What follows belongs to an exercise in optimizing a design on an open flow for small area, a short achievable clock period and few clock cycles per item; a production flow would make more cautious choices. Where RTL was checked, it was by simulation tests only, not by an equivalence proof against the original. The RTL of run 2 was laid out without a check of its function. Power and IR drop assume default switching activity.

==> flow/design.v, too long to show whole: its modules and the start of the top module <==
// module mul_unit: 1184 lines
// module mul_unit_pp: 10 lines
// module mul_unit_ppn: 9 lines
// module mul_unit_fa: 10 lines
// module mul_unit_fa1: 9 lines
// module mul_unit_ha: 9 lines
// module mul_unit_add64: 11 lines
// module mul_unit_add32c: 12 lines
// module mul_unit_pfx32: 184 lines
// module mul_unit_bk32: 151 lines
// module mul_unit_bk64: 309 lines
module mul_unit (
    input  wire        clk,
    input  wire        rst,         
    input  wire        in_valid,
    output wire        in_ready,
    input  wire [31:0] a,
    input  wire [31:0] b,
    input  wire [31:0] c,
    input  wire [5:0]  shift,
    input  wire        signed_op,
    input  wire        trunc,
    output reg         out_valid,
    output reg  [63:0] r,
    output reg         ovf32
);
  // ...
==> flow/flow/run.sh <==
#!/bin/bash
set -euo pipefail
MARGIN=$(cat flow/margin.txt)
CTS="-sink_clustering_enable -repair_clock_nets -sink_clustering_size 36 -sink_clustering_max_diameter 70 -wire_unit 10"
bash standard.sh synth > synth.log 2>&1
RESULTS=orfs/results/${FLOW_PLATFORM}/mul_unit/base openroad -no_init -exit flow/downsize.tcl > downsize.log 2>&1
touch orfs/results/${FLOW_PLATFORM}/mul_unit/base/1_synth.sdc
bash standard.sh SETUP_SLACK_MARGIN=$MARGIN "BUFFER_PORTS_ARGS=-buffer_cell sky130_fd_sc_hd__buf_1" "CTS_ARGS=$CTS" finish > layout.log 2>&1
==> flow/flow/downsize.tcl <==
# Resize every combinational cell of the synthesized netlist to the smallest
# drive strength of its kind (registers and their cell types stay as
# synthesis made them); the layout's timing repair then sizes up only the
# cells its paths need.
set results $::env(RESULTS)
read_db $results/1_synth.odb
set db [ord::get_db]
set n 0
set before 0.0
set after 0.0
foreach inst [[ord::get_db_block] getInsts] {
  set m [$inst getMaster]
  set name [$m getName]
  if {![regexp {^(sky130_fd_sc_hd__[a-z0-9]+)_(\d+)$} $name -> base drive]} { continue }
  if {[regexp {df|dl|sdf|edf|conb|tap|fill|decap|clkbuf|clkinv|clkdly|dlygate|dlymetal|probe|lpflow} $base]} { continue }
  set best ""
  set bestw 1e9
  foreach d {1 0 2} {
    set cand [$db findMaster ${base}_$d]
    if {$cand eq "NULL" || $cand eq ""} { continue }
    if {[$cand getWidth] < $bestw} { set best $cand; set bestw [$cand getWidth] }
  }
  if {$best eq "" || [$best getName] eq $name} { continue }
  if {[$best getWidth] >= [$m getWidth]} { continue }
  if {[$inst swapMaster $best]} { incr n }
}
puts "downsized $n instances"
write_db $results/1_synth.odb
==> flow/flow/margin.txt <==
14.12
==> flow/standard.sh <==
#!/bin/bash
# synth_recipe.tcl (not shown) runs the flow's synth.tcl, then flattens the netlist and writes it again
# the make line also repeats each setting of config.mk as NAME=value (left out here)
make -C /OpenROAD-flow-scripts/flow DESIGN_CONFIG=/design/flow/config.mk WORK_HOME=/design/flow/orfs CLKGATE_MAP_FILE= SYNTH_SCRIPT=/design/flow/synth_recipe.tcl "${@:-finish}"
==> flow/config.mk <==
export PLATFORM = sky130hd
export DESIGN_NAME = mul_unit
export DESIGN_NICKNAME = mul_unit
export VERILOG_FILES = /design/flow/design.v
export SDC_FILE = /design/flow/constraint.sdc
export NUM_CORES = 4
export LEC_CHECK = 0
export CAP_MARGIN = 5
export CORE_MARGIN = 2
export CORE_UTILIZATION = 50
export CTS_CLUSTER_DIAMETER = 70
export CTS_CLUSTER_SIZE = 36
export SLEW_MARGIN = 5
export SYNTH_HIERARCHICAL = 1
==> flow/constraint.sdc <==
create_clock -name core_clock -period 19.0 [get_ports {clk}]
set_input_delay 3.8000 -clock core_clock [delete_from_list [all_inputs] [get_ports {clk}]]
set_output_delay 3.8000 -clock core_clock [all_outputs]
set_load 0.01 [all_outputs]
==> results list, run 1 <==
- Status: timing/DRC/antenna clean
* Top cell category: multi-input combinational cells
- Data on the critical path arrives at its endpoint at 1110 ps.
- Power share of the sequential group: 0.172
- Cell-by-cell listing of the critical path: buf_6
- Area of the placeable core: a little under 80000 um2
* Maximum clock insertion buffer count: 3
- Total clock sinks: ~460
- Hold worst-path end: c1[8]$_DFF_P_
- The die is 285 um wide.
- The via count of the first global-routing pass came to 31400.
* Cell with the biggest individual delay on the critical path: sky130_fd_sc_hd__dfxtp_2
- Wire length of the first global-routing pass: 193000 um
- Total of hold buffers inserted after clock tree synthesis: 0
- Setup crit end: r[57]
- Uppermost layer routed: met5
* Hold_sp: c0[8]$_DFF_P_
- Registers take ~9300 um2.
- Number of multi-input combinational cells: 2923
* Top-level port count: 174
- For the worst flop-to-flop path, the logic depth is 9.
- Post-Synthesis Mean Instance Area: around 11 um2
* Power density relative to cell area: 211 nW/um2
- The first TritonRoute pass finished after 8 iterations.
* Filler instances: 6929
- Met1 Track Usage GR: 0.387
* Count of clock buffers in the final design: 31
- Setup TNS: 0 ps
- Worst Max-Slew Pin Slew: 1040 ps
- Family of cells with the greatest summed delay on the critical path: flip-flops
- Taps Inserted: around 1100
Testbench counts, summed over its fixed seeds: cycles 16,032, ops 16,000.
==> run 2, diff against run 1 <==
--- a/flow/design.v
+++ b/flow/design.v
@@ -1102,30 +1102,37 @@
     wire gs1043, gk1044;
     mul_unit_fa1 u_gs1043 (.a(pp16[30]), .b(pp[15][32]), .s(gs1043), .co(gk1044));
     wire hs1045, hk1046;
     mul_unit_ha u_hs1045 (.a(gs1043), .b(fk1040), .s(hs1045), .co(hk1046));
     wire fs1047, fk1048;
     mul_unit_fa u_fs1047 (.a(pp16[31]), .b(pps[15]), .c(gk1044), .s(fs1047), .co(fk1048));
     wire [63:0] ts = {hk1046, fk1042, hk1038, fk1032, hk1026, fk1018, hk1010, fk1000, hk990, fk978, hk966, fk952, hk938, fk922, hk906, fk888, hk870, fk850, hk830, fk808, hk786, fk762, hk738, fk712, hk686, fk658, hk630, fs627, fk570, fk540, fk510, hk480, hk450, hk420, hk392, fs389, hk338, hk312, hk288, hk264, hk242, hk220, hk200, hk180, fs177, hk144, hk128, hk112, hk98, hk84, fs81, hk60, hk50, fs47, fs37, hk24, fs21, fs15, fs9, fs5, hk2, pp[1][0], pp[0][1], pp[0][0]};
     wire [63:0] tc = {fs1047, hs1045, fs1041, hs1037, fs1031, hs1025, fs1017, hs1009, fs999, hs989, fs977, hs965, fs951, hs937, fs921, hs905, fs887, hs869, fs849, hs829, fs807, hs785, fs761, hs737, fs711, hs685, fs657, hs629, fs599, fs569, fs539, fs509, hs479, hs449, hs419, hs391, hs363, hs337, hs311, hs287, hs263, hs241, hs219, hs199, hs179, hs161, hs143, hs127, hs111, hs97, hs83, hs71, hs59, hs49, hs39, hs31, hs23, hs17, hs11, hs7, hs3, hs1, 1'b0, neg[0]};
-    reg [63:0] s1, k1;
+    wire [12:0] plo;
+    mul_unit_add12 u_plo (.x(ts[11:0]), .y(tc[11:0]), .ci(1'b0), .s(plo));
+    reg [63:12] s1, k1;
+    reg [11:0] pl1;
+    reg        pc1;
     reg [31:0] c1;
     reg [5:0]  sh1;
     reg        sg1, tr1;
     always @(posedge clk) begin
-        s1  <= ts;
-        k1  <= tc;
+        s1  <= ts[63:12];
+        k1  <= tc[63:12];
+        pl1 <= plo[11:0];
+        pc1 <= plo[12];
         c1  <= c0;
         sh1 <= sh0;
         sg1 <= sg0;
         tr1 <= tr0;
     end
-    wire [63:0] p;
-    mul_unit_add64 u_cpa (.x(s1), .y(k1), .s(p));
+    wire [52:0] phi;
+    mul_unit_add52 u_cpa (.x(s1), .y(k1), .ci(pc1), .s(phi));
+    wire [63:0] p = {phi[51:0], pl1};
     wire        fill = sg1 & p[63];
     wire [63:0] q32 = sh1[5] ? {{32{fill}}, p[63:32]}   : p;
     wire [63:0] q16 = sh1[4] ? {{16{fill}}, q32[63:16]} : q32;
     wire [63:0] q8  = sh1[3] ? {{8{fill}},  q16[63:8]}  : q16;
     wire        st  = (sh1[5] & (|p[31:0])) | (sh1[4] & (|q32[15:0])) |
                       (sh1[3] & (|q16[7:0]));
     reg [63:0] q2;
     reg [31:0] c2;
@@ -1141,17 +1148,17 @@
         st2 <= st;
     end
     wire [63:0] q4 = sh2[2] ? {{4{f2}}, q2[63:4]} : q2;
     wire [63:0] q1 = sh2[1] ? {{2{f2}}, q4[63:2]} : q4;
     wire [63:0] q  = sh2[0] ? {f2, q1[63:1]}      : q1;
     wire st3 = st2 | (sh2[2] & (|q2[3:0])) | (sh2[1] & (|q4[1:0])) | (sh2[0] & q1[0]);
     wire rn  = tr2 & f2 & st3;
     wire [32:0] lo;
-    mul_unit_add32c u_lo (.x(q[31:0]), .y(c2), .ci(rn), .s(lo));
+    mul_unit_add32 u_lo (.x(q[31:0]), .y(c2), .ci(rn), .s(lo));
     wire        cy = lo[32];
     wire        cs = sg2 & c2[31];
     wire        up = cy & ~cs;
     wire        dn = ~cy & cs;
     wire [32:0] h  = {f2, q[63:32]};
     wire [31:0] all1, all0;
     mul_unit_pfx32 u_pfx (.x(h[31:0]), .all1(all1), .all0(all0));
     wire [31:0] hr = h[31:0] ^ (({32{up}} & all1) | ({32{dn}} & all0));
@@ -1224,37 +1231,486 @@
     input  wire a,
     input  wire b,
     output wire s,
     output wire co
 );
     assign s  = a ^ b;
     assign co = a & b;
 endmodule
-module mul_unit_add64 (
-    input  wire [63:0] x,
-    input  wire [63:0] y,
-    output wire [63:0] s
+module mul_unit_add12 (
+    input  wire [11:0] x,
+    input  wire [11:0] y,
+    input  wire        ci,
+    output wire [12:0] s
+);
+    wire [11:0] g0 = x & y;
+    wire [11:0] p0 = x ^ y;
+    wire [11:0] g = {g0[11:1], g0[0] | (p0[0] & ci)};
+    wire [11:0] p = p0;
+    wire [11:0] cg;
+    wire bk_g1 = g[1] | (p[1] & g[0]);
+    wire bk_g2 = g[3] | (p[3] & g[2]);
+    wire bk_p2 = p[3] & p[2];
+    wire bk_g3 = g[5] | (p[5] & g[4]);
+    wire bk_p3 = p[5] & p[4];
+    wire bk_g4 = g[7] | (p[7] & g[6]);
+    wire bk_p4 = p[7] & p[6];
+    wire bk_g5 = g[9] | (p[9] & g[8]);
+    wire bk_p5 = p[9] & p[8];
+    wire bk_g6 = g[11] | (p[11] & g[10]);
+    wire bk_p6 = p[11] & p[10];
+    wire bk_g7 = bk_g2 | (bk_p2 & bk_g1);
+    wire bk_p7 = bk_p2 & p[1];
+    wire bk_g8 = bk_g4 | (bk_p4 & bk_g3);
+    wire bk_p8 = bk_p4 & bk_p3;
+    wire bk_g9 = bk_g6 | (bk_p6 & bk_g5);
+    wire bk_p9 = bk_p6 & bk_p5;
+    wire bk_g10 = bk_g8 | (bk_p8 & bk_g7);
+    wire bk_p10 = bk_p8 & bk_p7;
+    wire bk_g11 = bk_g9 | (bk_p9 & bk_g10);
+    wire bk_p11 = bk_p9 & bk_p10;
+    wire bk_g12 = bk_g3 | (bk_p3 & bk_g7);
+    wire bk_p12 = bk_p3 & bk_p7;
+    wire bk_g13 = bk_g5 | (bk_p5 & bk_g10);
+    wire bk_p13 = bk_p5 & bk_p10;
+    wire bk_g14 = g[2] | (p[2] & bk_g1);
+    wire bk_p14 = p[2] & p[1];
+    wire bk_g15 = g[4] | (p[4] & bk_g7);
+    wire bk_p15 = p[4] & bk_p7;
+    wire bk_g16 = g[6] | (p[6] & bk_g12);
+    wire bk_p16 = p[6] & bk_p12;
+    wire bk_g17 = g[8] | (p[8] & bk_g10);
+    wire bk_p17 = p[8] & bk_p10;
+    wire bk_g18 = g[10] | (p[10] & bk_g13);
+    wire bk_p18 = p[10] & bk_p13;
+    assign cg[0] = g[0];
+    assign cg[1] = bk_g1;
+    assign cg[2] = bk_g14;
+    assign cg[3] = bk_g7;
+    assign cg[4] = bk_g15;
+    assign cg[5] = bk_g12;
+    assign cg[6] = bk_g16;
+    assign cg[7] = bk_g10;
+    assign cg[8] = bk_g17;
+    assign cg[9] = bk_g13;
+    assign cg[10] = bk_g18;
+    assign cg[11] = bk_g11;
+    assign s = {cg[11], p0 ^ {cg[10:0], ci}};
+endmodule
+module mul_unit_add52 (
+    input  wire [51:0] x,
+    input  wire [51:0] y,
+    input  wire        ci,
+    output wire [52:0] s
 );
-    wire [63:0] g0 = x & y;
-    wire [63:0] p0 = x ^ y;
-    wire [63:0] cg;             
-    mul_unit_bk64 u_bk (.g(g0), .p(p0), .cg(cg));
-    assign s = p0 ^ {cg[62:0], 1'b0};
+    wire [51:0] g0 = x & y;
+    wire [51:0] p0 = x ^ y;
+    wire [51:0] g = {g0[51:1], g0[0] | (p0[0] & ci)};
+    wire [51:0] p = p0;
+    wire [51:0] cg;
+    wire bk_g1 = g[1] | (p[1] & g[0]);
+    wire bk_g2 = g[3] | (p[3] & g[2]);
+    wire bk_p2 = p[3] & p[2];
+    wire bk_g3 = g[5] | (p[5] & g[4]);
+    wire bk_p3 = p[5] & p[4];
+    wire bk_g4 = g[7] | (p[7] & g[6]);
+    wire bk_p4 = p[7] & p[6];
+    wire bk_g5 = g[9] | (p[9] & g[8]);
+    wire bk_p5 = p[9] & p[8];
+    wire bk_g6 = g[11] | (p[11] & g[10]);
+    wire bk_p6 = p[11] & p[10];
+    wire bk_g7 = g[13] | (p[13] & g[12]);
+    wire bk_p7 = p[13] & p[12];
+    wire bk_g8 = g[15] | (p[15] & g[14]);
+    wire bk_p8 = p[15] & p[14];
+    wire bk_g9 = g[17] | (p[17] & g[16]);
+    wire bk_p9 = p[17] & p[16];
+    wire bk_g10 = g[19] | (p[19] & g[18]);
+    wire bk_p10 = p[19] & p[18];
+    wire bk_g11 = g[21] | (p[21] & g[20]);
+    wire bk_p11 = p[21] & p[20];
+    wire bk_g12 = g[23] | (p[23] & g[22]);
+    wire bk_p12 = p[23] & p[22];
+    wire bk_g13 = g[25] | (p[25] & g[24]);
+    wire bk_p13 = p[25] & p[24];
+    wire bk_g14 = g[27] | (p[27] & g[26]);
+    wire bk_p14 = p[27] & p[26];
+    wire bk_g15 = g[29] | (p[29] & g[28]);
+    wire bk_p15 = p[29] & p[28];
+    wire bk_g16 = g[31] | (p[31] & g[30]);
+    wire bk_p16 = p[31] & p[30];
+    wire bk_g17 = g[33] | (p[33] & g[32]);
+    wire bk_p17 = p[33] & p[32];
+    wire bk_g18 = g[35] | (p[35] & g[34]);
+    wire bk_p18 = p[35] & p[34];
+    wire bk_g19 = g[37] | (p[37] & g[36]);
+    wire bk_p19 = p[37] & p[36];
+    wire bk_g20 = g[39] | (p[39] & g[38]);
+    wire bk_p20 = p[39] & p[38];
+    wire bk_g21 = g[41] | (p[41] & g[40]);
+    wire bk_p21 = p[41] & p[40];
+    wire bk_g22 = g[43] | (p[43] & g[42]);
+    wire bk_p22 = p[43] & p[42];
+    wire bk_g23 = g[45] | (p[45] & g[44]);
+    wire bk_p23 = p[45] & p[44];
+    wire bk_g24 = g[47] | (p[47] & g[46]);
+    wire bk_p24 = p[47] & p[46];
+    wire bk_g25 = g[49] | (p[49] & g[48]);
+    wire bk_p25 = p[49] & p[48];
+    wire bk_g26 = g[51] | (p[51] & g[50]);
+    wire bk_p26 = p[51] & p[50];
+    wire bk_g27 = bk_g2 | (bk_p2 & bk_g1);
+    wire bk_p27 = bk_p2 & p[1];
+    wire bk_g28 = bk_g4 | (bk_p4 & bk_g3);
+    wire bk_p28 = bk_p4 & bk_p3;
+    wire bk_g29 = bk_g6 | (bk_p6 & bk_g5);
+    wire bk_p29 = bk_p6 & bk_p5;
+    wire bk_g30 = bk_g8 | (bk_p8 & bk_g7);
+    wire bk_p30 = bk_p8 & bk_p7;
+    wire bk_g31 = bk_g10 | (bk_p10 & bk_g9);
+    wire bk_p31 = bk_p10 & bk_p9;
+    wire bk_g32 = bk_g12 | (bk_p12 & bk_g11);
+    wire bk_p32 = bk_p12 & bk_p11;
+    wire bk_g33 = bk_g14 | (bk_p14 & bk_g13);
+    wire bk_p33 = bk_p14 & bk_p13;
+    wire bk_g34 = bk_g16 | (bk_p16 & bk_g15);
+    wire bk_p34 = bk_p16 & bk_p15;
+    wire bk_g35 = bk_g18 | (bk_p18 & bk_g17);
+    wire bk_p35 = bk_p18 & bk_p17;
+    wire bk_g36 = bk_g20 | (bk_p20 & bk_g19);
+    wire bk_p36 = bk_p20 & bk_p19;
+    wire bk_g37 = bk_g22 | (bk_p22 & bk_g21);
+    wire bk_p37 = bk_p22 & bk_p21;
+    wire bk_g38 = bk_g24 | (bk_p24 & bk_g23);
+    wire bk_p38 = bk_p24 & bk_p23;
+    wire bk_g39 = bk_g26 | (bk_p26 & bk_g25);
+    wire bk_p39 = bk_p26 & bk_p25;
+    wire bk_g40 = bk_g28 | (bk_p28 & bk_g27);
+    wire bk_p40 = bk_p28 & bk_p27;
+    wire bk_g41 = bk_g30 | (bk_p30 & bk_g29);
+    wire bk_p41 = bk_p30 & bk_p29;
+    wire bk_g42 = bk_g32 | (bk_p32 & bk_g31);
+    wire bk_p42 = bk_p32 & bk_p31;
+    wire bk_g43 = bk_g34 | (bk_p34 & bk_g33);
+    wire bk_p43 = bk_p34 & bk_p33;
+    wire bk_g44 = bk_g36 | (bk_p36 & bk_g35);
+    wire bk_p44 = bk_p36 & bk_p35;
+    wire bk_g45 = bk_g38 | (bk_p38 & bk_g37);
+    wire bk_p45 = bk_p38 & bk_p37;
+    wire bk_g46 = bk_g41 | (bk_p41 & bk_g40);
+    wire bk_p46 = bk_p41 & bk_p40;
+    wire bk_g47 = bk_g43 | (bk_p43 & bk_g42);
+    wire bk_p47 = bk_p43 & bk_p42;
+    wire bk_g48 = bk_g45 | (bk_p45 & bk_g44);
+    wire bk_p48 = bk_p45 & bk_p44;
+    wire bk_g49 = bk_g47 | (bk_p47 & bk_g46);
+    wire bk_p49 = bk_p47 & bk_p46;
+    wire bk_g50 = bk_g48 | (bk_p48 & bk_g49);
+    wire bk_p50 = bk_p48 & bk_p49;
+    wire bk_g51 = bk_g42 | (bk_p42 & bk_g46);
+    wire bk_p51 = bk_p42 & bk_p46;
+    wire bk_g52 = bk_g44 | (bk_p44 & bk_g49);
+    wire bk_p52 = bk_p44 & bk_p49;
+    wire bk_g53 = bk_g29 | (bk_p29 & bk_g40);
+    wire bk_p53 = bk_p29 & bk_p40;
+    wire bk_g54 = bk_g31 | (bk_p31 & bk_g46);
+    wire bk_p54 = bk_p31 & bk_p46;
+    wire bk_g55 = bk_g33 | (bk_p33 & bk_g51);
+    wire bk_p55 = bk_p33 & bk_p51;
+    wire bk_g56 = bk_g35 | (bk_p35 & bk_g49);
+    wire bk_p56 = bk_p35 & bk_p49;
+    wire bk_g57 = bk_g37 | (bk_p37 & bk_g52);
+    wire bk_p57 = bk_p37 & bk_p52;
+    wire bk_g58 = bk_g39 | (bk_p39 & bk_g50);
+    wire bk_p58 = bk_p39 & bk_p50;
+    wire bk_g59 = bk_g3 | (bk_p3 & bk_g27);
+    wire bk_p59 = bk_p3 & bk_p27;
+    wire bk_g60 = bk_g5 | (bk_p5 & bk_g40);
+    wire bk_p60 = bk_p5 & bk_p40;
+    wire bk_g61 = bk_g7 | (bk_p7 & bk_g53);
+    wire bk_p61 = bk_p7 & bk_p53;
+    wire bk_g62 = bk_g9 | (bk_p9 & bk_g46);
+    wire bk_p62 = bk_p9 & bk_p46;
+    wire bk_g63 = bk_g11 | (bk_p11 & bk_g54);
+    wire bk_p63 = bk_p11 & bk_p54;
+    wire bk_g64 = bk_g13 | (bk_p13 & bk_g51);
+    wire bk_p64 = bk_p13 & bk_p51;
+    wire bk_g65 = bk_g15 | (bk_p15 & bk_g55);
+    wire bk_p65 = bk_p15 & bk_p55;
+    wire bk_g66 = bk_g17 | (bk_p17 & bk_g49);
+    wire bk_p66 = bk_p17 & bk_p49;
+    wire bk_g67 = bk_g19 | (bk_p19 & bk_g56);
+    wire bk_p67 = bk_p19 & bk_p56;
+    wire bk_g68 = bk_g21 | (bk_p21 & bk_g52);
+    wire bk_p68 = bk_p21 & bk_p52;
+    wire bk_g69 = bk_g23 | (bk_p23 & bk_g57);
+    wire bk_p69 = bk_p23 & bk_p57;
+    wire bk_g70 = bk_g25 | (bk_p25 & bk_g50);
+    wire bk_p70 = bk_p25 & bk_p50;
+    wire bk_g71 = g[2] | (p[2] & bk_g1);
+    wire bk_p71 = p[2] & p[1];
+    wire bk_g72 = g[4] | (p[4] & bk_g27);
+    wire bk_p72 = p[4] & bk_p27;
+    wire bk_g73 = g[6] | (p[6] & bk_g59);
+    wire bk_p73 = p[6] & bk_p59;
+    wire bk_g74 = g[8] | (p[8] & bk_g40);
+    wire bk_p74 = p[8] & bk_p40;
+    wire bk_g75 = g[10] | (p[10] & bk_g60);
+    wire bk_p75 = p[10] & bk_p60;
+    wire bk_g76 = g[12] | (p[12] & bk_g53);
+    wire bk_p76 = p[12] & bk_p53;
+    wire bk_g77 = g[14] | (p[14] & bk_g61);
+    wire bk_p77 = p[14] & bk_p61;
+    wire bk_g78 = g[16] | (p[16] & bk_g46);
+    wire bk_p78 = p[16] & bk_p46;
+    wire bk_g79 = g[18] | (p[18] & bk_g62);
+    wire bk_p79 = p[18] & bk_p62;
+    wire bk_g80 = g[20] | (p[20] & bk_g54);
+    wire bk_p80 = p[20] & bk_p54;
+    wire bk_g81 = g[22] | (p[22] & bk_g63);
+    wire bk_p81 = p[22] & bk_p63;
+    wire bk_g82 = g[24] | (p[24] & bk_g51);
+    wire bk_p82 = p[24] & bk_p51;
+    wire bk_g83 = g[26] | (p[26] & bk_g64);
+    wire bk_p83 = p[26] & bk_p64;
+    wire bk_g84 = g[28] | (p[28] & bk_g55);
+    wire bk_p84 = p[28] & bk_p55;
+    wire bk_g85 = g[30] | (p[30] & bk_g65);
+    wire bk_p85 = p[30] & bk_p65;
+    wire bk_g86 = g[32] | (p[32] & bk_g49);
+    wire bk_p86 = p[32] & bk_p49;
+    wire bk_g87 = g[34] | (p[34] & bk_g66);
+    wire bk_p87 = p[34] & bk_p66;
+    wire bk_g88 = g[36] | (p[36] & bk_g56);
+    wire bk_p88 = p[36] & bk_p56;
+    wire bk_g89 = g[38] | (p[38] & bk_g67);
+    wire bk_p89 = p[38] & bk_p67;
+    wire bk_g90 = g[40] | (p[40] & bk_g52);
+    wire bk_p90 = p[40] & bk_p52;
+    wire bk_g91 = g[42] | (p[42] & bk_g68);
+    wire bk_p91 = p[42] & bk_p68;
+    wire bk_g92 = g[44] | (p[44] & bk_g57);
+    wire bk_p92 = p[44] & bk_p57;
+    wire bk_g93 = g[46] | (p[46] & bk_g69);
+    wire bk_p93 = p[46] & bk_p69;
+    wire bk_g94 = g[48] | (p[48] & bk_g50);
+    wire bk_p94 = p[48] & bk_p50;
+    wire bk_g95 = g[50] | (p[50] & bk_g70);
+    wire bk_p95 = p[50] & bk_p70;
+    assign cg[0] = g[0];
+    assign cg[1] = bk_g1;
+    assign cg[2] = bk_g71;
+    assign cg[3] = bk_g27;
+    assign cg[4] = bk_g72;
+    assign cg[5] = bk_g59;
+    assign cg[6] = bk_g73;
+    assign cg[7] = bk_g40;
+    assign cg[8] = bk_g74;
+    assign cg[9] = bk_g60;
+    assign cg[10] = bk_g75;
+    assign cg[11] = bk_g53;
+    assign cg[12] = bk_g76;
+    assign cg[13] = bk_g61;
+    assign cg[14] = bk_g77;
+    assign cg[15] = bk_g46;
+    assign cg[16] = bk_g78;
+    assign cg[17] = bk_g62;
+    assign cg[18] = bk_g79;
+    assign cg[19] = bk_g54;
+    assign cg[20] = bk_g80;
+    assign cg[21] = bk_g63;
+    assign cg[22] = bk_g81;
+    assign cg[23] = bk_g51;
+    assign cg[24] = bk_g82;
+    assign cg[25] = bk_g64;
+    assign cg[26] = bk_g83;
+    assign cg[27] = bk_g55;
+    assign cg[28] = bk_g84;
+    assign cg[29] = bk_g65;
+    assign cg[30] = bk_g85;
+    assign cg[31] = bk_g49;
+    assign cg[32] = bk_g86;
+    assign cg[33] = bk_g66;
+    assign cg[34] = bk_g87;
+    assign cg[35] = bk_g56;
+    assign cg[36] = bk_g88;
+    assign cg[37] = bk_g67;
+    assign cg[38] = bk_g89;
+    assign cg[39] = bk_g52;
+    assign cg[40] = bk_g90;
+    assign cg[41] = bk_g68;
+    assign cg[42] = bk_g91;
+    assign cg[43] = bk_g57;
+    assign cg[44] = bk_g92;
+    assign cg[45] = bk_g69;
+    assign cg[46] = bk_g93;
+    assign cg[47] = bk_g50;
+    assign cg[48] = bk_g94;
+    assign cg[49] = bk_g70;
+    assign cg[50] = bk_g95;
+    assign cg[51] = bk_g58;
+    assign s = {cg[51], p0 ^ {cg[50:0], ci}};
 endmodule
-module mul_unit_add32c (
+module mul_unit_add32 (
     input  wire [31:0] x,
     input  wire [31:0] y,
     input  wire        ci,
     output wire [32:0] s
 );
     wire [31:0] g0 = x & y;
     wire [31:0] p0 = x ^ y;
-    wire [31:0] cg;             
-    mul_unit_bk32 u_bk (.g({g0[31:1], g0[0] | (p0[0] & ci)}), .p(p0), .cg(cg));
+    wire [31:0] g = {g0[31:1], g0[0] | (p0[0] & ci)};
+    wire [31:0] p = p0;
+    wire [31:0] cg;
+    wire bk_g1 = g[1] | (p[1] & g[0]);
+    wire bk_g2 = g[3] | (p[3] & g[2]);
+    wire bk_p2 = p[3] & p[2];
+    wire bk_g3 = g[5] | (p[5] & g[4]);
+    wire bk_p3 = p[5] & p[4];
+    wire bk_g4 = g[7] | (p[7] & g[6]);
+    wire bk_p4 = p[7] & p[6];
+    wire bk_g5 = g[9] | (p[9] & g[8]);
+    wire bk_p5 = p[9] & p[8];
+    wire bk_g6 = g[11] | (p[11] & g[10]);
+    wire bk_p6 = p[11] & p[10];
+    wire bk_g7 = g[13] | (p[13] & g[12]);
+    wire bk_p7 = p[13] & p[12];
+    wire bk_g8 = g[15] | (p[15] & g[14]);
+    wire bk_p8 = p[15] & p[14];
+    wire bk_g9 = g[17] | (p[17] & g[16]);
+    wire bk_p9 = p[17] & p[16];
+    wire bk_g10 = g[19] | (p[19] & g[18]);
+    wire bk_p10 = p[19] & p[18];
+    wire bk_g11 = g[21] | (p[21] & g[20]);
+    wire bk_p11 = p[21] & p[20];
+    wire bk_g12 = g[23] | (p[23] & g[22]);
+    wire bk_p12 = p[23] & p[22];
+    wire bk_g13 = g[25] | (p[25] & g[24]);
+    wire bk_p13 = p[25] & p[24];
+    wire bk_g14 = g[27] | (p[27] & g[26]);
+    wire bk_p14 = p[27] & p[26];
+    wire bk_g15 = g[29] | (p[29] & g[28]);
+    wire bk_p15 = p[29] & p[28];
+    wire bk_g16 = g[31] | (p[31] & g[30]);
+    wire bk_p16 = p[31] & p[30];
+    wire bk_g17 = bk_g2 | (bk_p2 & bk_g1);
+    wire bk_p17 = bk_p2 & p[1];
+    wire bk_g18 = bk_g4 | (bk_p4 & bk_g3);
+    wire bk_p18 = bk_p4 & bk_p3;
+    wire bk_g19 = bk_g6 | (bk_p6 & bk_g5);
+    wire bk_p19 = bk_p6 & bk_p5;
+    wire bk_g20 = bk_g8 | (bk_p8 & bk_g7);
+    wire bk_p20 = bk_p8 & bk_p7;
+    wire bk_g21 = bk_g10 | (bk_p10 & bk_g9);
+    wire bk_p21 = bk_p10 & bk_p9;
+    wire bk_g22 = bk_g12 | (bk_p12 & bk_g11);
+    wire bk_p22 = bk_p12 & bk_p11;
+    wire bk_g23 = bk_g14 | (bk_p14 & bk_g13);
+    wire bk_p23 = bk_p14 & bk_p13;
+    wire bk_g24 = bk_g16 | (bk_p16 & bk_g15);
+    wire bk_p24 = bk_p16 & bk_p15;
+    wire bk_g25 = bk_g18 | (bk_p18 & bk_g17);
+    wire bk_p25 = bk_p18 & bk_p17;
+    wire bk_g26 = bk_g20 | (bk_p20 & bk_g19);
+    wire bk_p26 = bk_p20 & bk_p19;
+    wire bk_g27 = bk_g22 | (bk_p22 & bk_g21);
+    wire bk_p27 = bk_p22 & bk_p21;
+    wire bk_g28 = bk_g24 | (bk_p24 & bk_g23);
+    wire bk_p28 = bk_p24 & bk_p23;
+    wire bk_g29 = bk_g26 | (bk_p26 & bk_g25);
+    wire bk_p29 = bk_p26 & bk_p25;
+    wire bk_g30 = bk_g28 | (bk_p28 & bk_g27);
+    wire bk_p30 = bk_p28 & bk_p27;
+    wire bk_g31 = bk_g30 | (bk_p30 & bk_g29);
+    wire bk_p31 = bk_p30 & bk_p29;
+    wire bk_g32 = bk_g27 | (bk_p27 & bk_g29);
+    wire bk_p32 = bk_p27 & bk_p29;
+    wire bk_g33 = bk_g19 | (bk_p19 & bk_g25);
+    wire bk_p33 = bk_p19 & bk_p25;
+    wire bk_g34 = bk_g21 | (bk_p21 & bk_g29);
+    wire bk_p34 = bk_p21 & bk_p29;
+    wire bk_g35 = bk_g23 | (bk_p23 & bk_g32);
+    wire bk_p35 = bk_p23 & bk_p32;
+    wire bk_g36 = bk_g3 | (bk_p3 & bk_g17);
+    wire bk_p36 = bk_p3 & bk_p17;
+    wire bk_g37 = bk_g5 | (bk_p5 & bk_g25);
+    wire bk_p37 = bk_p5 & bk_p25;
+    wire bk_g38 = bk_g7 | (bk_p7 & bk_g33);
+    wire bk_p38 = bk_p7 & bk_p33;
+    wire bk_g39 = bk_g9 | (bk_p9 & bk_g29);
+    wire bk_p39 = bk_p9 & bk_p29;
+    wire bk_g40 = bk_g11 | (bk_p11 & bk_g34);
+    wire bk_p40 = bk_p11 & bk_p34;
+    wire bk_g41 = bk_g13 | (bk_p13 & bk_g32);
+    wire bk_p41 = bk_p13 & bk_p32;
+    wire bk_g42 = bk_g15 | (bk_p15 & bk_g35);
+    wire bk_p42 = bk_p15 & bk_p35;
+    wire bk_g43 = g[2] | (p[2] & bk_g1);
+    wire bk_p43 = p[2] & p[1];
+    wire bk_g44 = g[4] | (p[4] & bk_g17);
+    wire bk_p44 = p[4] & bk_p17;
+    wire bk_g45 = g[6] | (p[6] & bk_g36);
+    wire bk_p45 = p[6] & bk_p36;
+    wire bk_g46 = g[8] | (p[8] & bk_g25);
+    wire bk_p46 = p[8] & bk_p25;
+    wire bk_g47 = g[10] | (p[10] & bk_g37);
+    wire bk_p47 = p[10] & bk_p37;
+    wire bk_g48 = g[12] | (p[12] & bk_g33);
+    wire bk_p48 = p[12] & bk_p33;
+    wire bk_g49 = g[14] | (p[14] & bk_g38);
+    wire bk_p49 = p[14] & bk_p38;
+    wire bk_g50 = g[16] | (p[16] & bk_g29);
+    wire bk_p50 = p[16] & bk_p29;
+    wire bk_g51 = g[18] | (p[18] & bk_g39);
+    wire bk_p51 = p[18] & bk_p39;
+    wire bk_g52 = g[20] | (p[20] & bk_g34);
+    wire bk_p52 = p[20] & bk_p34;
+    wire bk_g53 = g[22] | (p[22] & bk_g40);
+    wire bk_p53 = p[22] & bk_p40;
+    wire bk_g54 = g[24] | (p[24] & bk_g32);
+    wire bk_p54 = p[24] & bk_p32;
+    wire bk_g55 = g[26] | (p[26] & bk_g41);
+    wire bk_p55 = p[26] & bk_p41;
+    wire bk_g56 = g[28] | (p[28] & bk_g35);
+    wire bk_p56 = p[28] & bk_p35;
+    wire bk_g57 = g[30] | (p[30] & bk_g42);
+    wire bk_p57 = p[30] & bk_p42;
+    assign cg[0] = g[0];
+    assign cg[1] = bk_g1;
+    assign cg[2] = bk_g43;
+    assign cg[3] = bk_g17;
+    assign cg[4] = bk_g44;
+    assign cg[5] = bk_g36;
+    assign cg[6] = bk_g45;
+    assign cg[7] = bk_g25;
+    assign cg[8] = bk_g46;
+    assign cg[9] = bk_g37;
+    assign cg[10] = bk_g47;
+    assign cg[11] = bk_g33;
+    assign cg[12] = bk_g48;
+    assign cg[13] = bk_g38;
+    assign cg[14] = bk_g49;
+    assign cg[15] = bk_g29;
+    assign cg[16] = bk_g50;
+    assign cg[17] = bk_g39;
+    assign cg[18] = bk_g51;
+    assign cg[19] = bk_g34;
+    assign cg[20] = bk_g52;
+    assign cg[21] = bk_g40;
+    assign cg[22] = bk_g53;
+    assign cg[23] = bk_g32;
+    assign cg[24] = bk_g54;
+    assign cg[25] = bk_g41;
+    assign cg[26] = bk_g55;
+    assign cg[27] = bk_g35;
+    assign cg[28] = bk_g56;
+    assign cg[29] = bk_g42;
+    assign cg[30] = bk_g57;
+    assign cg[31] = bk_g31;
     assign s = {cg[31], p0 ^ {cg[30:0], ci}};
 endmodule
 module mul_unit_pfx32 (
     input  wire [31:0] x,
     output wire [31:0] all1,
     output wire [31:0] all0
 );
     wire pa1 = x[1] & x[0];
@@ -1431,468 +1887,8 @@
     assign all0[28] = pz35;
     assign all1[29] = pa56;
     assign all0[29] = pz56;
     assign all1[30] = pa42;
     assign all0[30] = pz42;
     assign all1[31] = pa57;
     assign all0[31] = pz57;
 endmodule
-module mul_unit_bk32 (
-    input  wire [31:0] g,
-    input  wire [31:0] p,
-    output wire [31:0] cg
-);
-    wire bk_g1 = g[1] | (p[1] & g[0]);
-    wire bk_g2 = g[3] | (p[3] & g[2]);
-    wire bk_p2 = p[3] & p[2];
-    wire bk_g3 = g[5] | (p[5] & g[4]);
-    wire bk_p3 = p[5] & p[4];
-    wire bk_g4 = g[7] | (p[7] & g[6]);
-    wire bk_p4 = p[7] & p[6];
-    wire bk_g5 = g[9] | (p[9] & g[8]);
-    wire bk_p5 = p[9] & p[8];
-    wire bk_g6 = g[11] | (p[11] & g[10]);
-    wire bk_p6 = p[11] & p[10];
-    wire bk_g7 = g[13] | (p[13] & g[12]);
-    wire bk_p7 = p[13] & p[12];
-    wire bk_g8 = g[15] | (p[15] & g[14]);
-    wire bk_p8 = p[15] & p[14];
-    wire bk_g9 = g[17] | (p[17] & g[16]);
-    wire bk_p9 = p[17] & p[16];
-    wire bk_g10 = g[19] | (p[19] & g[18]);
-    wire bk_p10 = p[19] & p[18];
-    wire bk_g11 = g[21] | (p[21] & g[20]);
-    wire bk_p11 = p[21] & p[20];
-    wire bk_g12 = g[23] | (p[23] & g[22]);
-    wire bk_p12 = p[23] & p[22];
-    wire bk_g13 = g[25] | (p[25] & g[24]);
-    wire bk_p13 = p[25] & p[24];
-    wire bk_g14 = g[27] | (p[27] & g[26]);
-    wire bk_p14 = p[27] & p[26];
-    wire bk_g15 = g[29] | (p[29] & g[28]);
-    wire bk_p15 = p[29] & p[28];
-    wire bk_g16 = g[31] | (p[31] & g[30]);
-    wire bk_p16 = p[31] & p[30];
-    wire bk_g17 = bk_g2 | (bk_p2 & bk_g1);
-    wire bk_p17 = bk_p2 & p[1];
-    wire bk_g18 = bk_g4 | (bk_p4 & bk_g3);
-    wire bk_p18 = bk_p4 & bk_p3;
-    wire bk_g19 = bk_g6 | (bk_p6 & bk_g5);
-    wire bk_p19 = bk_p6 & bk_p5;
-    wire bk_g20 = bk_g8 | (bk_p8 & bk_g7);
-    wire bk_p20 = bk_p8 & bk_p7;
-    wire bk_g21 = bk_g10 | (bk_p10 & bk_g9);
-    wire bk_p21 = bk_p10 & bk_p9;
-    wire bk_g22 = bk_g12 | (bk_p12 & bk_g11);
-    wire bk_p22 = bk_p12 & bk_p11;
-    wire bk_g23 = bk_g14 | (bk_p14 & bk_g13);
-    wire bk_p23 = bk_p14 & bk_p13;
-    wire bk_g24 = bk_g16 | (bk_p16 & bk_g15);
-    wire bk_p24 = bk_p16 & bk_p15;
-    wire bk_g25 = bk_g18 | (bk_p18 & bk_g17);
-    wire bk_p25 = bk_p18 & bk_p17;
-    wire bk_g26 = bk_g20 | (bk_p20 & bk_g19);
-    wire bk_p26 = bk_p20 & bk_p19;
-    wire bk_g27 = bk_g22 | (bk_p22 & bk_g21);
-    wire bk_p27 = bk_p22 & bk_p21;
-    wire bk_g28 = bk_g24 | (bk_p24 & bk_g23);
-    wire bk_p28 = bk_p24 & bk_p23;
-    wire bk_g29 = bk_g26 | (bk_p26 & bk_g25);
-    wire bk_p29 = bk_p26 & bk_p25;
-    wire bk_g30 = bk_g28 | (bk_p28 & bk_g27);
-    wire bk_p30 = bk_p28 & bk_p27;
-    wire bk_g31 = bk_g30 | (bk_p30 & bk_g29);
-    wire bk_p31 = bk_p30 & bk_p29;
-    wire bk_g32 = bk_g27 | (bk_p27 & bk_g29);
-    wire bk_p32 = bk_p27 & bk_p29;
-    wire bk_g33 = bk_g19 | (bk_p19 & bk_g25);
-    wire bk_p33 = bk_p19 & bk_p25;
-    wire bk_g34 = bk_g21 | (bk_p21 & bk_g29);
-    wire bk_p34 = bk_p21 & bk_p29;
-    wire bk_g35 = bk_g23 | (bk_p23 & bk_g32);
-    wire bk_p35 = bk_p23 & bk_p32;
-    wire bk_g36 = bk_g3 | (bk_p3 & bk_g17);
-    wire bk_p36 = bk_p3 & bk_p17;
-    wire bk_g37 = bk_g5 | (bk_p5 & bk_g25);
-    wire bk_p37 = bk_p5 & bk_p25;
-    wire bk_g38 = bk_g7 | (bk_p7 & bk_g33);
-    wire bk_p38 = bk_p7 & bk_p33;
-    wire bk_g39 = bk_g9 | (bk_p9 & bk_g29);
-    wire bk_p39 = bk_p9 & bk_p29;
-    wire bk_g40 = bk_g11 | (bk_p11 & bk_g34);
-    wire bk_p40 = bk_p11 & bk_p34;
-    wire bk_g41 = bk_g13 | (bk_p13 & bk_g32);
-    wire bk_p41 = bk_p13 & bk_p32;
-    wire bk_g42 = bk_g15 | (bk_p15 & bk_g35);
-    wire bk_p42 = bk_p15 & bk_p35;
-    wire bk_g43 = g[2] | (p[2] & bk_g1);
-    wire bk_p43 = p[2] & p[1];
-    wire bk_g44 = g[4] | (p[4] & bk_g17);
-    wire bk_p44 = p[4] & bk_p17;
-    wire bk_g45 = g[6] | (p[6] & bk_g36);
-    wire bk_p45 = p[6] & bk_p36;
-    wire bk_g46 = g[8] | (p[8] & bk_g25);
-    wire bk_p46 = p[8] & bk_p25;
-    wire bk_g47 = g[10] | (p[10] & bk_g37);
-    wire bk_p47 = p[10] & bk_p37;
-    wire bk_g48 = g[12] | (p[12] & bk_g33);
-    wire bk_p48 = p[12] & bk_p33;
-    wire bk_g49 = g[14] | (p[14] & bk_g38);
-    wire bk_p49 = p[14] & bk_p38;
-    wire bk_g50 = g[16] | (p[16] & bk_g29);
-    wire bk_p50 = p[16] & bk_p29;
-    wire bk_g51 = g[18] | (p[18] & bk_g39);
-    wire bk_p51 = p[18] & bk_p39;
-    wire bk_g52 = g[20] | (p[20] & bk_g34);
-    wire bk_p52 = p[20] & bk_p34;
-    wire bk_g53 = g[22] | (p[22] & bk_g40);
-    wire bk_p53 = p[22] & bk_p40;
-    wire bk_g54 = g[24] | (p[24] & bk_g32);
-    wire bk_p54 = p[24] & bk_p32;
-    wire bk_g55 = g[26] | (p[26] & bk_g41);
-    wire bk_p55 = p[26] & bk_p41;
-    wire bk_g56 = g[28] | (p[28] & bk_g35);
-    wire bk_p56 = p[28] & bk_p35;
-    wire bk_g57 = g[30] | (p[30] & bk_g42);
-    wire bk_p57 = p[30] & bk_p42;
-    assign cg[0] = g[0];
-    assign cg[1] = bk_g1;
-    assign cg[2] = bk_g43;
-    assign cg[3] = bk_g17;
-    assign cg[4] = bk_g44;
-    assign cg[5] = bk_g36;
-    assign cg[6] = bk_g45;
-    assign cg[7] = bk_g25;
-    assign cg[8] = bk_g46;
-    assign cg[9] = bk_g37;
-    assign cg[10] = bk_g47;
-    assign cg[11] = bk_g33;
-    assign cg[12] = bk_g48;
-    assign cg[13] = bk_g38;
-    assign cg[14] = bk_g49;
-    assign cg[15] = bk_g29;
-    assign cg[16] = bk_g50;
-    assign cg[17] = bk_g39;
-    assign cg[18] = bk_g51;
-    assign cg[19] = bk_g34;
-    assign cg[20] = bk_g52;
-    assign cg[21] = bk_g40;
-    assign cg[22] = bk_g53;
-    assign cg[23] = bk_g32;
-    assign cg[24] = bk_g54;
-    assign cg[25] = bk_g41;
-    assign cg[26] = bk_g55;
-    assign cg[27] = bk_g35;
-    assign cg[28] = bk_g56;
-    assign cg[29] = bk_g42;
-    assign cg[30] = bk_g57;
-    assign cg[31] = bk_g31;
-endmodule
-module mul_unit_bk64 (
-    input  wire [63:0] g,
-    input  wire [63:0] p,
-    output wire [63:0] cg
-);
-    wire bk_g1 = g[1] | (p[1] & g[0]);
-    wire bk_g2 = g[3] | (p[3] & g[2]);
-    wire bk_p2 = p[3] & p[2];
-    wire bk_g3 = g[5] | (p[5] & g[4]);
-    wire bk_p3 = p[5] & p[4];
-    wire bk_g4 = g[7] | (p[7] & g[6]);
-    wire bk_p4 = p[7] & p[6];
-    wire bk_g5 = g[9] | (p[9] & g[8]);
-    wire bk_p5 = p[9] & p[8];
-    wire bk_g6 = g[11] | (p[11] & g[10]);
-    wire bk_p6 = p[11] & p[10];
-    wire bk_g7 = g[13] | (p[13] & g[12]);
-    wire bk_p7 = p[13] & p[12];
-    wire bk_g8 = g[15] | (p[15] & g[14]);
-    wire bk_p8 = p[15] & p[14];
-    wire bk_g9 = g[17] | (p[17] & g[16]);
-    wire bk_p9 = p[17] & p[16];
-    wire bk_g10 = g[19] | (p[19] & g[18]);
-    wire bk_p10 = p[19] & p[18];
-    wire bk_g11 = g[21] | (p[21] & g[20]);
-    wire bk_p11 = p[21] & p[20];
-    wire bk_g12 = g[23] | (p[23] & g[22]);
-    wire bk_p12 = p[23] & p[22];
-    wire bk_g13 = g[25] | (p[25] & g[24]);
-    wire bk_p13 = p[25] & p[24];
-    wire bk_g14 = g[27] | (p[27] & g[26]);
-    wire bk_p14 = p[27] & p[26];
-    wire bk_g15 = g[29] | (p[29] & g[28]);
-    wire bk_p15 = p[29] & p[28];
-    wire bk_g16 = g[31] | (p[31] & g[30]);
-    wire bk_p16 = p[31] & p[30];
-    wire bk_g17 = g[33] | (p[33] & g[32]);
-    wire bk_p17 = p[33] & p[32];
-    wire bk_g18 = g[35] | (p[35] & g[34]);
-    wire bk_p18 = p[35] & p[34];
-    wire bk_g19 = g[37] | (p[37] & g[36]);
-    wire bk_p19 = p[37] & p[36];
-    wire bk_g20 = g[39] | (p[39] & g[38]);
-    wire bk_p20 = p[39] & p[38];
-    wire bk_g21 = g[41] | (p[41] & g[40]);
-    wire bk_p21 = p[41] & p[40];
-    wire bk_g22 = g[43] | (p[43] & g[42]);
-    wire bk_p22 = p[43] & p[42];
-    wire bk_g23 = g[45] | (p[45] & g[44]);
-    wire bk_p23 = p[45] & p[44];
-    wire bk_g24 = g[47] | (p[47] & g[46]);
-    wire bk_p24 = p[47] & p[46];
-    wire bk_g25 = g[49] | (p[49] & g[48]);
-    wire bk_p25 = p[49] & p[48];
-    wire bk_g26 = g[51] | (p[51] & g[50]);
-    wire bk_p26 = p[51] & p[50];
-    wire bk_g27 = g[53] | (p[53] & g[52]);
-    wire bk_p27 = p[53] & p[52];
-    wire bk_g28 = g[55] | (p[55] & g[54]);
-    wire bk_p28 = p[55] & p[54];
-    wire bk_g29 = g[57] | (p[57] & g[56]);
-    wire bk_p29 = p[57] & p[56];
-    wire bk_g30 = g[59] | (p[59] & g[58]);
-    wire bk_p30 = p[59] & p[58];
-    wire bk_g31 = g[61] | (p[61] & g[60]);
-    wire bk_p31 = p[61] & p[60];
-    wire bk_g32 = g[63] | (p[63] & g[62]);
-    wire bk_p32 = p[63] & p[62];
-    wire bk_g33 = bk_g2 | (bk_p2 & bk_g1);
-    wire bk_p33 = bk_p2 & p[1];
-    wire bk_g34 = bk_g4 | (bk_p4 & bk_g3);
-    wire bk_p34 = bk_p4 & bk_p3;
-    wire bk_g35 = bk_g6 | (bk_p6 & bk_g5);
-    wire bk_p35 = bk_p6 & bk_p5;
-    wire bk_g36 = bk_g8 | (bk_p8 & bk_g7);
-    wire bk_p36 = bk_p8 & bk_p7;
-    wire bk_g37 = bk_g10 | (bk_p10 & bk_g9);
-    wire bk_p37 = bk_p10 & bk_p9;
-    wire bk_g38 = bk_g12 | (bk_p12 & bk_g11);
-    wire bk_p38 = bk_p12 & bk_p11;
-    wire bk_g39 = bk_g14 | (bk_p14 & bk_g13);
-    wire bk_p39 = bk_p14 & bk_p13;
-    wire bk_g40 = bk_g16 | (bk_p16 & bk_g15);
-    wire bk_p40 = bk_p16 & bk_p15;
-    wire bk_g41 = bk_g18 | (bk_p18 & bk_g17);
-    wire bk_p41 = bk_p18 & bk_p17;
-    wire bk_g42 = bk_g20 | (bk_p20 & bk_g19);
-    wire bk_p42 = bk_p20 & bk_p19;
-    wire bk_g43 = bk_g22 | (bk_p22 & bk_g21);
-    wire bk_p43 = bk_p22 & bk_p21;
-    wire bk_g44 = bk_g24 | (bk_p24 & bk_g23);
-    wire bk_p44 = bk_p24 & bk_p23;
-    wire bk_g45 = bk_g26 | (bk_p26 & bk_g25);
-    wire bk_p45 = bk_p26 & bk_p25;
-    wire bk_g46 = bk_g28 | (bk_p28 & bk_g27);
-    wire bk_p46 = bk_p28 & bk_p27;
-    wire bk_g47 = bk_g30 | (bk_p30 & bk_g29);
-    wire bk_p47 = bk_p30 & bk_p29;
-    wire bk_g48 = bk_g32 | (bk_p32 & bk_g31);
-    wire bk_p48 = bk_p32 & bk_p31;
-    wire bk_g49 = bk_g34 | (bk_p34 & bk_g33);
-    wire bk_p49 = bk_p34 & bk_p33;
-    wire bk_g50 = bk_g36 | (bk_p36 & bk_g35);
-    wire bk_p50 = bk_p36 & bk_p35;
-    wire bk_g51 = bk_g38 | (bk_p38 & bk_g37);
-    wire bk_p51 = bk_p38 & bk_p37;
-    wire bk_g52 = bk_g40 | (bk_p40 & bk_g39);
-    wire bk_p52 = bk_p40 & bk_p39;
-    wire bk_g53 = bk_g42 | (bk_p42 & bk_g41);
-    wire bk_p53 = bk_p42 & bk_p41;
-    wire bk_g54 = bk_g44 | (bk_p44 & bk_g43);
-    wire bk_p54 = bk_p44 & bk_p43;
-    wire bk_g55 = bk_g46 | (bk_p46 & bk_g45);
-    wire bk_p55 = bk_p46 & bk_p45;
-    wire bk_g56 = bk_g48 | (bk_p48 & bk_g47);
-    wire bk_p56 = bk_p48 & bk_p47;
-    wire bk_g57 = bk_g50 | (bk_p50 & bk_g49);
-    wire bk_p57 = bk_p50 & bk_p49;
-    wire bk_g58 = bk_g52 | (bk_p52 & bk_g51);
-    wire bk_p58 = bk_p52 & bk_p51;
-    wire bk_g59 = bk_g54 | (bk_p54 & bk_g53);
-    wire bk_p59 = bk_p54 & bk_p53;
-    wire bk_g60 = bk_g56 | (bk_p56 & bk_g55);
-    wire bk_p60 = bk_p56 & bk_p55;
-    wire bk_g61 = bk_g58 | (bk_p58 & bk_g57);
-    wire bk_p61 = bk_p58 & bk_p57;
-    wire bk_g62 = bk_g60 | (bk_p60 & bk_g59);
-    wire bk_p62 = bk_p60 & bk_p59;
-    wire bk_g63 = bk_g62 | (bk_p62 & bk_g61);
-    wire bk_p63 = bk_p62 & bk_p61;
-    wire bk_g64 = bk_g59 | (bk_p59 & bk_g61);
-    wire bk_p64 = bk_p59 & bk_p61;
-    wire bk_g65 = bk_g51 | (bk_p51 & bk_g57);
-    wire bk_p65 = bk_p51 & bk_p57;
-    wire bk_g66 = bk_g53 | (bk_p53 & bk_g61);
-    wire bk_p66 = bk_p53 & bk_p61;
-    wire bk_g67 = bk_g55 | (bk_p55 & bk_g64);
-    wire bk_p67 = bk_p55 & bk_p64;
-    wire bk_g68 = bk_g35 | (bk_p35 & bk_g49);
-    wire bk_p68 = bk_p35 & bk_p49;
-    wire bk_g69 = bk_g37 | (bk_p37 & bk_g57);
-    wire bk_p69 = bk_p37 & bk_p57;
-    wire bk_g70 = bk_g39 | (bk_p39 & bk_g65);
-    wire bk_p70 = bk_p39 & bk_p65;
-    wire bk_g71 = bk_g41 | (bk_p41 & bk_g61);
-    wire bk_p71 = bk_p41 & bk_p61;
-    wire bk_g72 = bk_g43 | (bk_p43 & bk_g66);
-    wire bk_p72 = bk_p43 & bk_p66;
-    wire bk_g73 = bk_g45 | (bk_p45 & bk_g64);
-    wire bk_p73 = bk_p45 & bk_p64;
-    wire bk_g74 = bk_g47 | (bk_p47 & bk_g67);
-    wire bk_p74 = bk_p47 & bk_p67;
-    wire bk_g75 = bk_g3 | (bk_p3 & bk_g33);
-    wire bk_p75 = bk_p3 & bk_p33;
-    wire bk_g76 = bk_g5 | (bk_p5 & bk_g49);
-    wire bk_p76 = bk_p5 & bk_p49;
-    wire bk_g77 = bk_g7 | (bk_p7 & bk_g68);
-    wire bk_p77 = bk_p7 & bk_p68;
-    wire bk_g78 = bk_g9 | (bk_p9 & bk_g57);
-    wire bk_p78 = bk_p9 & bk_p57;
-    wire bk_g79 = bk_g11 | (bk_p11 & bk_g69);
-    wire bk_p79 = bk_p11 & bk_p69;
-    wire bk_g80 = bk_g13 | (bk_p13 & bk_g65);
-    wire bk_p80 = bk_p13 & bk_p65;
-    wire bk_g81 = bk_g15 | (bk_p15 & bk_g70);
-    wire bk_p81 = bk_p15 & bk_p70;
-    wire bk_g82 = bk_g17 | (bk_p17 & bk_g61);
-    wire bk_p82 = bk_p17 & bk_p61;
-    wire bk_g83 = bk_g19 | (bk_p19 & bk_g71);
-    wire bk_p83 = bk_p19 & bk_p71;
-    wire bk_g84 = bk_g21 | (bk_p21 & bk_g66);
-    wire bk_p84 = bk_p21 & bk_p66;
-    wire bk_g85 = bk_g23 | (bk_p23 & bk_g72);
-    wire bk_p85 = bk_p23 & bk_p72;
-    wire bk_g86 = bk_g25 | (bk_p25 & bk_g64);
-    wire bk_p86 = bk_p25 & bk_p64;
-    wire bk_g87 = bk_g27 | (bk_p27 & bk_g73);
-    wire bk_p87 = bk_p27 & bk_p73;
-    wire bk_g88 = bk_g29 | (bk_p29 & bk_g67);
-    wire bk_p88 = bk_p29 & bk_p67;
-    wire bk_g89 = bk_g31 | (bk_p31 & bk_g74);
-    wire bk_p89 = bk_p31 & bk_p74;
-    wire bk_g90 = g[2] | (p[2] & bk_g1);
-    wire bk_p90 = p[2] & p[1];
-    wire bk_g91 = g[4] | (p[4] & bk_g33);
-    wire bk_p91 = p[4] & bk_p33;
-    wire bk_g92 = g[6] | (p[6] & bk_g75);
-    wire bk_p92 = p[6] & bk_p75;
-    wire bk_g93 = g[8] | (p[8] & bk_g49);
-    wire bk_p93 = p[8] & bk_p49;
-    wire bk_g94 = g[10] | (p[10] & bk_g76);
-    wire bk_p94 = p[10] & bk_p76;
-    wire bk_g95 = g[12] | (p[12] & bk_g68);
-    wire bk_p95 = p[12] & bk_p68;
-    wire bk_g96 = g[14] | (p[14] & bk_g77);
-    wire bk_p96 = p[14] & bk_p77;
-    wire bk_g97 = g[16] | (p[16] & bk_g57);
-    wire bk_p97 = p[16] & bk_p57;
-    wire bk_g98 = g[18] | (p[18] & bk_g78);
-    wire bk_p98 = p[18] & bk_p78;
-    wire bk_g99 = g[20] | (p[20] & bk_g69);
-    wire bk_p99 = p[20] & bk_p69;
-    wire bk_g100 = g[22] | (p[22] & bk_g79);
-    wire bk_p100 = p[22] & bk_p79;
-    wire bk_g101 = g[24] | (p[24] & bk_g65);
-    wire bk_p101 = p[24] & bk_p65;
-    wire bk_g102 = g[26] | (p[26] & bk_g80);
-    wire bk_p102 = p[26] & bk_p80;
-    wire bk_g103 = g[28] | (p[28] & bk_g70);
-    wire bk_p103 = p[28] & bk_p70;
-    wire bk_g104 = g[30] | (p[30] & bk_g81);
-    wire bk_p104 = p[30] & bk_p81;
-    wire bk_g105 = g[32] | (p[32] & bk_g61);
-    wire bk_p105 = p[32] & bk_p61;
-    wire bk_g106 = g[34] | (p[34] & bk_g82);
-    wire bk_p106 = p[34] & bk_p82;
-    wire bk_g107 = g[36] | (p[36] & bk_g71);
-    wire bk_p107 = p[36] & bk_p71;
-    wire bk_g108 = g[38] | (p[38] & bk_g83);
-    wire bk_p108 = p[38] & bk_p83;
-    wire bk_g109 = g[40] | (p[40] & bk_g66);
-    wire bk_p109 = p[40] & bk_p66;
-    wire bk_g110 = g[42] | (p[42] & bk_g84);
-    wire bk_p110 = p[42] & bk_p84;
-    wire bk_g111 = g[44] | (p[44] & bk_g72);
-    wire bk_p111 = p[44] & bk_p72;
-    wire bk_g112 = g[46] | (p[46] & bk_g85);
-    wire bk_p112 = p[46] & bk_p85;
-    wire bk_g113 = g[48] | (p[48] & bk_g64);
-    wire bk_p113 = p[48] & bk_p64;
-    wire bk_g114 = g[50] | (p[50] & bk_g86);
-    wire bk_p114 = p[50] & bk_p86;
-    wire bk_g115 = g[52] | (p[52] & bk_g73);
-    wire bk_p115 = p[52] & bk_p73;
-    wire bk_g116 = g[54] | (p[54] & bk_g87);
-    wire bk_p116 = p[54] & bk_p87;
-    wire bk_g117 = g[56] | (p[56] & bk_g67);
-    wire bk_p117 = p[56] & bk_p67;
-    wire bk_g118 = g[58] | (p[58] & bk_g88);
-    wire bk_p118 = p[58] & bk_p88;
-    wire bk_g119 = g[60] | (p[60] & bk_g74);
-    wire bk_p119 = p[60] & bk_p74;
-    wire bk_g120 = g[62] | (p[62] & bk_g89);
-    wire bk_p120 = p[62] & bk_p89;
-    assign cg[0] = g[0];
-    assign cg[1] = bk_g1;
-    assign cg[2] = bk_g90;
-    assign cg[3] = bk_g33;
-    assign cg[4] = bk_g91;
-    assign cg[5] = bk_g75;
-    assign cg[6] = bk_g92;
-    assign cg[7] = bk_g49;
-    assign cg[8] = bk_g93;
-    assign cg[9] = bk_g76;
-    assign cg[10] = bk_g94;
-    assign cg[11] = bk_g68;
-    assign cg[12] = bk_g95;
-    assign cg[13] = bk_g77;
-    assign cg[14] = bk_g96;
-    assign cg[15] = bk_g57;
-    assign cg[16] = bk_g97;
-    assign cg[17] = bk_g78;
-    assign cg[18] = bk_g98;
-    assign cg[19] = bk_g69;
-    assign cg[20] = bk_g99;
-    assign cg[21] = bk_g79;
-    assign cg[22] = bk_g100;
-    assign cg[23] = bk_g65;
-    assign cg[24] = bk_g101;
-    assign cg[25] = bk_g80;
-    assign cg[26] = bk_g102;
-    assign cg[27] = bk_g70;
-    assign cg[28] = bk_g103;
-    assign cg[29] = bk_g81;
-    assign cg[30] = bk_g104;
-    assign cg[31] = bk_g61;
-    assign cg[32] = bk_g105;
-    assign cg[33] = bk_g82;
-    assign cg[34] = bk_g106;
-    assign cg[35] = bk_g71;
-    assign cg[36] = bk_g107;
-    assign cg[37] = bk_g83;
-    assign cg[38] = bk_g108;
-    assign cg[39] = bk_g66;
-    assign cg[40] = bk_g109;
-    assign cg[41] = bk_g84;
-    assign cg[42] = bk_g110;
-    assign cg[43] = bk_g72;
-    assign cg[44] = bk_g111;
-    assign cg[45] = bk_g85;
-    assign cg[46] = bk_g112;
-    assign cg[47] = bk_g64;
-    assign cg[48] = bk_g113;
-    assign cg[49] = bk_g86;
-    assign cg[50] = bk_g114;
-    assign cg[51] = bk_g73;
-    assign cg[52] = bk_g115;
-    assign cg[53] = bk_g87;
-    assign cg[54] = bk_g116;
-    assign cg[55] = bk_g67;
-    assign cg[56] = bk_g117;
-    assign cg[57] = bk_g88;
-    assign cg[58] = bk_g118;
-    assign cg[59] = bk_g74;
-    assign cg[60] = bk_g119;
-    assign cg[61] = bk_g89;
-    assign cg[62] = bk_g120;
-    assign cg[63] = bk_g63;
-endmodule
==> flow/flow/run.sh (replaced) <==
#!/bin/bash
set -euo pipefail
MARGIN=$(cat flow/margin.txt)
bash standard.sh synth > synth.log 2>&1
RESULTS=orfs/results/${FLOW_PLATFORM}/mul_unit/base openroad -no_init -exit flow/downsize.tcl > downsize.log 2>&1
touch orfs/results/${FLOW_PLATFORM}/mul_unit/base/1_synth.sdc
bash standard.sh SETUP_SLACK_MARGIN=$MARGIN "BUFFER_PORTS_ARGS=-buffer_cell sky130_fd_sc_hd__buf_1" finish > layout.log 2>&1
==> flow/flow/margin.txt (replaced) <==
14.15
==> flow/config.mk (replaced) <==
export PLATFORM = sky130hd
export DESIGN_NAME = mul_unit
export DESIGN_NICKNAME = mul_unit
export VERILOG_FILES = /design/flow/design.v
export SDC_FILE = /design/flow/constraint.sdc
export NUM_CORES = 4
export LEC_CHECK = 0
export CAP_MARGIN = 20
export CORE_MARGIN = 2
export CORE_UTILIZATION = 40
export CTS_CLUSTER_DIAMETER = 70
export CTS_CLUSTER_SIZE = 36
export SLEW_MARGIN = 20
export SYNTH_HIERARCHICAL = 1
==> run 2 against run 1 <==
Largest power group unchanged. Still clean on timing, DRC and antenna. Count of clock-buffer cells in the layout grew 8. Critical path depth is the same. Wire length grew 2.1%. Register-to-register slack gained 90 ps. Hold slack lost 18 ps. Cell area grew 1.6%. Clock power grew 18%. Clock skew is essentially flat. Core utilization shrank 9.7 points. Non-clock buffer count shrank 11. Power grew 3.8%.
==> results list, run 2 <==
- The cell count of the worst reg-to-reg path is 9 (unchanged).
- Cell-by-cell listing of the critical path: buf_6
- The largest single stage delay on the critical path is about 370 ps.
- The worst register-to-register path ends at k1[37]$_DFF_P_.
* Setup slack after layout: approximately 14000 ps
- Row generation in the floorplan step produced 114 rows.
* Largest fanout of any net on the critical path: 1
- Registers with the highest flip-flop counts: q2 (64), r (64)
- Placed wire-length estimate after detailed placement: 83300 um
- The run finished with no timing, DRC or antenna violations.
- The count of clock tree sinks is 451 (-2.2%).
- For the worst-skew pair, the clock arrives at the later sink with an insertion delay of 660 ps.
- Via count normalized by instance count: 5.99
- For this design the total switching power over the nets is approximately 4700 uW.
- For the worst setup path, the data required time is 15200 ps.
- GP Congestion: approximately 0.94
* Synthesized area: 39300 um2
- Clock power frac: 0.102
* Filler instances: 9228 (+33%)
* Cts bufs inserted: 38
- Total power draw: 9460 uW
* Initial antenna violation count: 3
* Area of the placeable core: 97000 um2 (+23%)
* Wire length of the first global-routing pass: 197000 um (+2.2%)
* Final Hold Vio Count: 0
- The number of search-and-repair iterations in the first detailed-routing pass was 8 (unchanged).
- Setup CP Type: reg2out
- Worst Hold Path Cells: 0
* RSZ-0062 raised after global routing: yes
- In this run, the number of DRC markers left after iteration 0 of detailed routing was 2952.
* Buffers inserted during post-CTS setup optimization: 0
- Minimum setup slack after placement: 14010 ps
- Of the total power, combinational logic draws 0.728.
- Leakage power of the design: 0.0167 uW
- In the final layout, the share of cells above drive strength 1 is 0.113.
* Worst min-delay path category: reg2reg
* Family of cells with the greatest summed delay on the critical path: flip-flops
- The arrival time at the worst endpoint is 1130 ps (+20 ps).
- Measured against its own limit, the worst slew margin works out to 0.313.
* Total wire length after detailed routing: around 130000 um
* Via Count: just over 30000
- Cell with the biggest individual delay on the critical path: sky130_fd_sc_hd__dfxtp_4
* Commonest cells after routing, fill and taps aside: 574 x sky130_fd_sc_hd__xnor2_1, 562 x sky130_fd_sc_hd__a22oi_1, 517 x sky130_fd_sc_hd__fa_1
* DP Area: 41700 um2
- The worst setup path is launched from a flop.
- Total global routing overflow: 0
- Maximum clock insertion buffer count: 3 (unchanged)
- Die Wd: 317 um (+11%)
- The boundary pin count is 174 (unchanged).
- Leaving out fill and tap cells, the most frequent cell in the layout is sky130_fd_sc_hd__xnor2_1.
* Switching part of the total power: 0.493
- After layout, the minimum clock period comes to 4930 ps.
- TritonCTS built the clock tree.
- Power density relative to cell area: 216 nW/um2 (+2.2%)
- On the final layout, the worst hold slack is 300 ps.
- Area Overhead vs Synth: 11.6%
* Max-slew violation count: 0
- Across the VDD grid, the largest voltage drop is 0.342 mV.
- # port buffers: 172
- The worst setup path is captured at an output pin.
- In the finished design, the share of the clock period the worst path needs comes to 0.259.
- In this run the clock root is driven by a sky130_fd_sc_hd__clkbuf_16.
- Worst Max-Slew Pin Slew: 1030 ps (-7.88 ps)
- The mean area per synthesized cell is 10.9 um2 (+2.0%).
* Timing-limited maximum frequency: a little over 0.2 GHz
- Clock-pin slew on the worst setup and hold paths: between 100 and 150 ps
* DRC viols: 0
- The startpoint identified for the worst hold timing path is c0[5]$_DFF_P_.
* Syn Inst Count: between 3000 and 4000
- The cts-stage hold buffer count was 0 (unchanged).
- After routing the design area is 43800 um2.
- Once detail routing completed, the nets flagged for antenna violations numbered 0.
* Internal Pwr Total: 4800 uW
- Starting density of the core: 0.405
* Setup TNS: 0 ps (unchanged)
* Number of stages on the worst setup path: 1
- The setup check on the worst reg-to-reg path leaves a slack of 14320 ps.
* Max_cap viols: 0
- Across every metal layer, demand over resource in global routing totals 0.260.
- Number of setup violations in the final report: 0
- Hold worst-path end: c1[5]$_DFF_P_
- Number of global-route vias before repair: 31700 (+1.1%)
* Post-route clock skew: between 30 and 40 ps
* Post-detailed-route wirelength per cell: 25.8 um
* H-tree depth reported by CTS: 2
* Yosys warnings: 7
* Total number of nets in the final design: 4557
* Source of the worst register-to-register timing path: two[9]$_DFF_P_
- The floorplan step defined a die boundary enclosing 101000 um2.
- Die height: 317 um
- Maximum number of pins on one net before global-route repair: 77
- Power share of the sequential group: 0.170 (-0.002)
* Buffers & Inverters on Critical Path: 1
## run 2: per-layer routing
metal / global-route usage / routed length [um] / vias to the layer above
met1: 0.319 / 49700 / 15000
met5: 0 / 66 / -
met3: 0.0743 / 13900 / 475
met2: 0.423 / 60600 / 1829
met4: 0.118 / 6440 / 4
li1: - / - / 13100
## run 2: how the worst max path moves through the flow
stage / start / to / slack, ps
6_report: r[57]$_DFF_P_ / r[57] / 14070
5_1_grt: r[56]$_DFF_P_ / r[56] / 14030
4_1_cts: r[56]$_DFF_P_ / r[56] / 14010
3_5_place_dp: sh2[1]$_DFF_P_ / ovf32$_DFF_P_ / 14010
3_3_place_gp: sh2[1]$_DFF_P_ / r[48]$_DFF_P_ / 13790
2_1_floorplan: sh2[2]$_DFF_P_ / ovf32$_DFF_P_ / 14160
## run 2: layout make-up
cell class	instances	area, um2	area share
Tap cell	1276	1600	0.0364
Clock inverter	30	679	0.0155
Timing Repair Buffer	258	1650	0.0377
Clock buffer	39	976	0.0223
Inverter	159	602	0.0137
Antenna cell	1	2.50	0.0000571
Multi-Input combinational cell	2861	29200	0.666
Sequential cell	451	9130	0.208
## run 2: power by group through the flow
| stage | registers (uW) | logic [uW] | clock network, uW |
|---|---|---|---|
| after detailed placement | 1610 | 6660 | 0 |
| final | 1610 | 6890 | 964 |
| after global routing | 1640 | 7600 | 1030 |
| after CTS | 1600 | 6730 | 995 |
| after floorplan | 1640 | 4110 | 0 |
| after global placement | 1610 | 6550 | 0 |
## run 2: metrics by stage
stage / std cells / utilization
finish: 5075 / 0.452
global placement: 5005 / 0.430
floorplan: 3611 / -
detailed placement: 5005 / 0.430
CTS: 5074 / 0.450
global route: 5074 / 0.452
## run 2: repair_timing
item	4_1_cts	5_1_grt
resized for setup	123	50
endpoints found under the setup margin	70	124
gates cloned	0	0
pin swaps	0	0

==> afterwards: timing with drivers on the ports <==
In the flow no input, the clock included, has a driving cell. The finished layouts below were timed again as built, in two steps. Step 1 assumes that a clkbuf_16 drives the clock port and a buf_2 every other input. Step 2, shift: input delay + t, output delay - t, t = (earliest + latest rising clock arrival at the registers) / 2. This alone moves slack from input paths to output paths. Three values: no drivers, after step 1, after step 2; two values: the first two.
run | t (ns) | setup WS [ns]
run 1 | 0.710 | 14.087 / 14.012 / 14.229
run 2 | 0.712 | 14.072 / 13.999 / 14.316
After both steps every run listed still meets setup and hold.
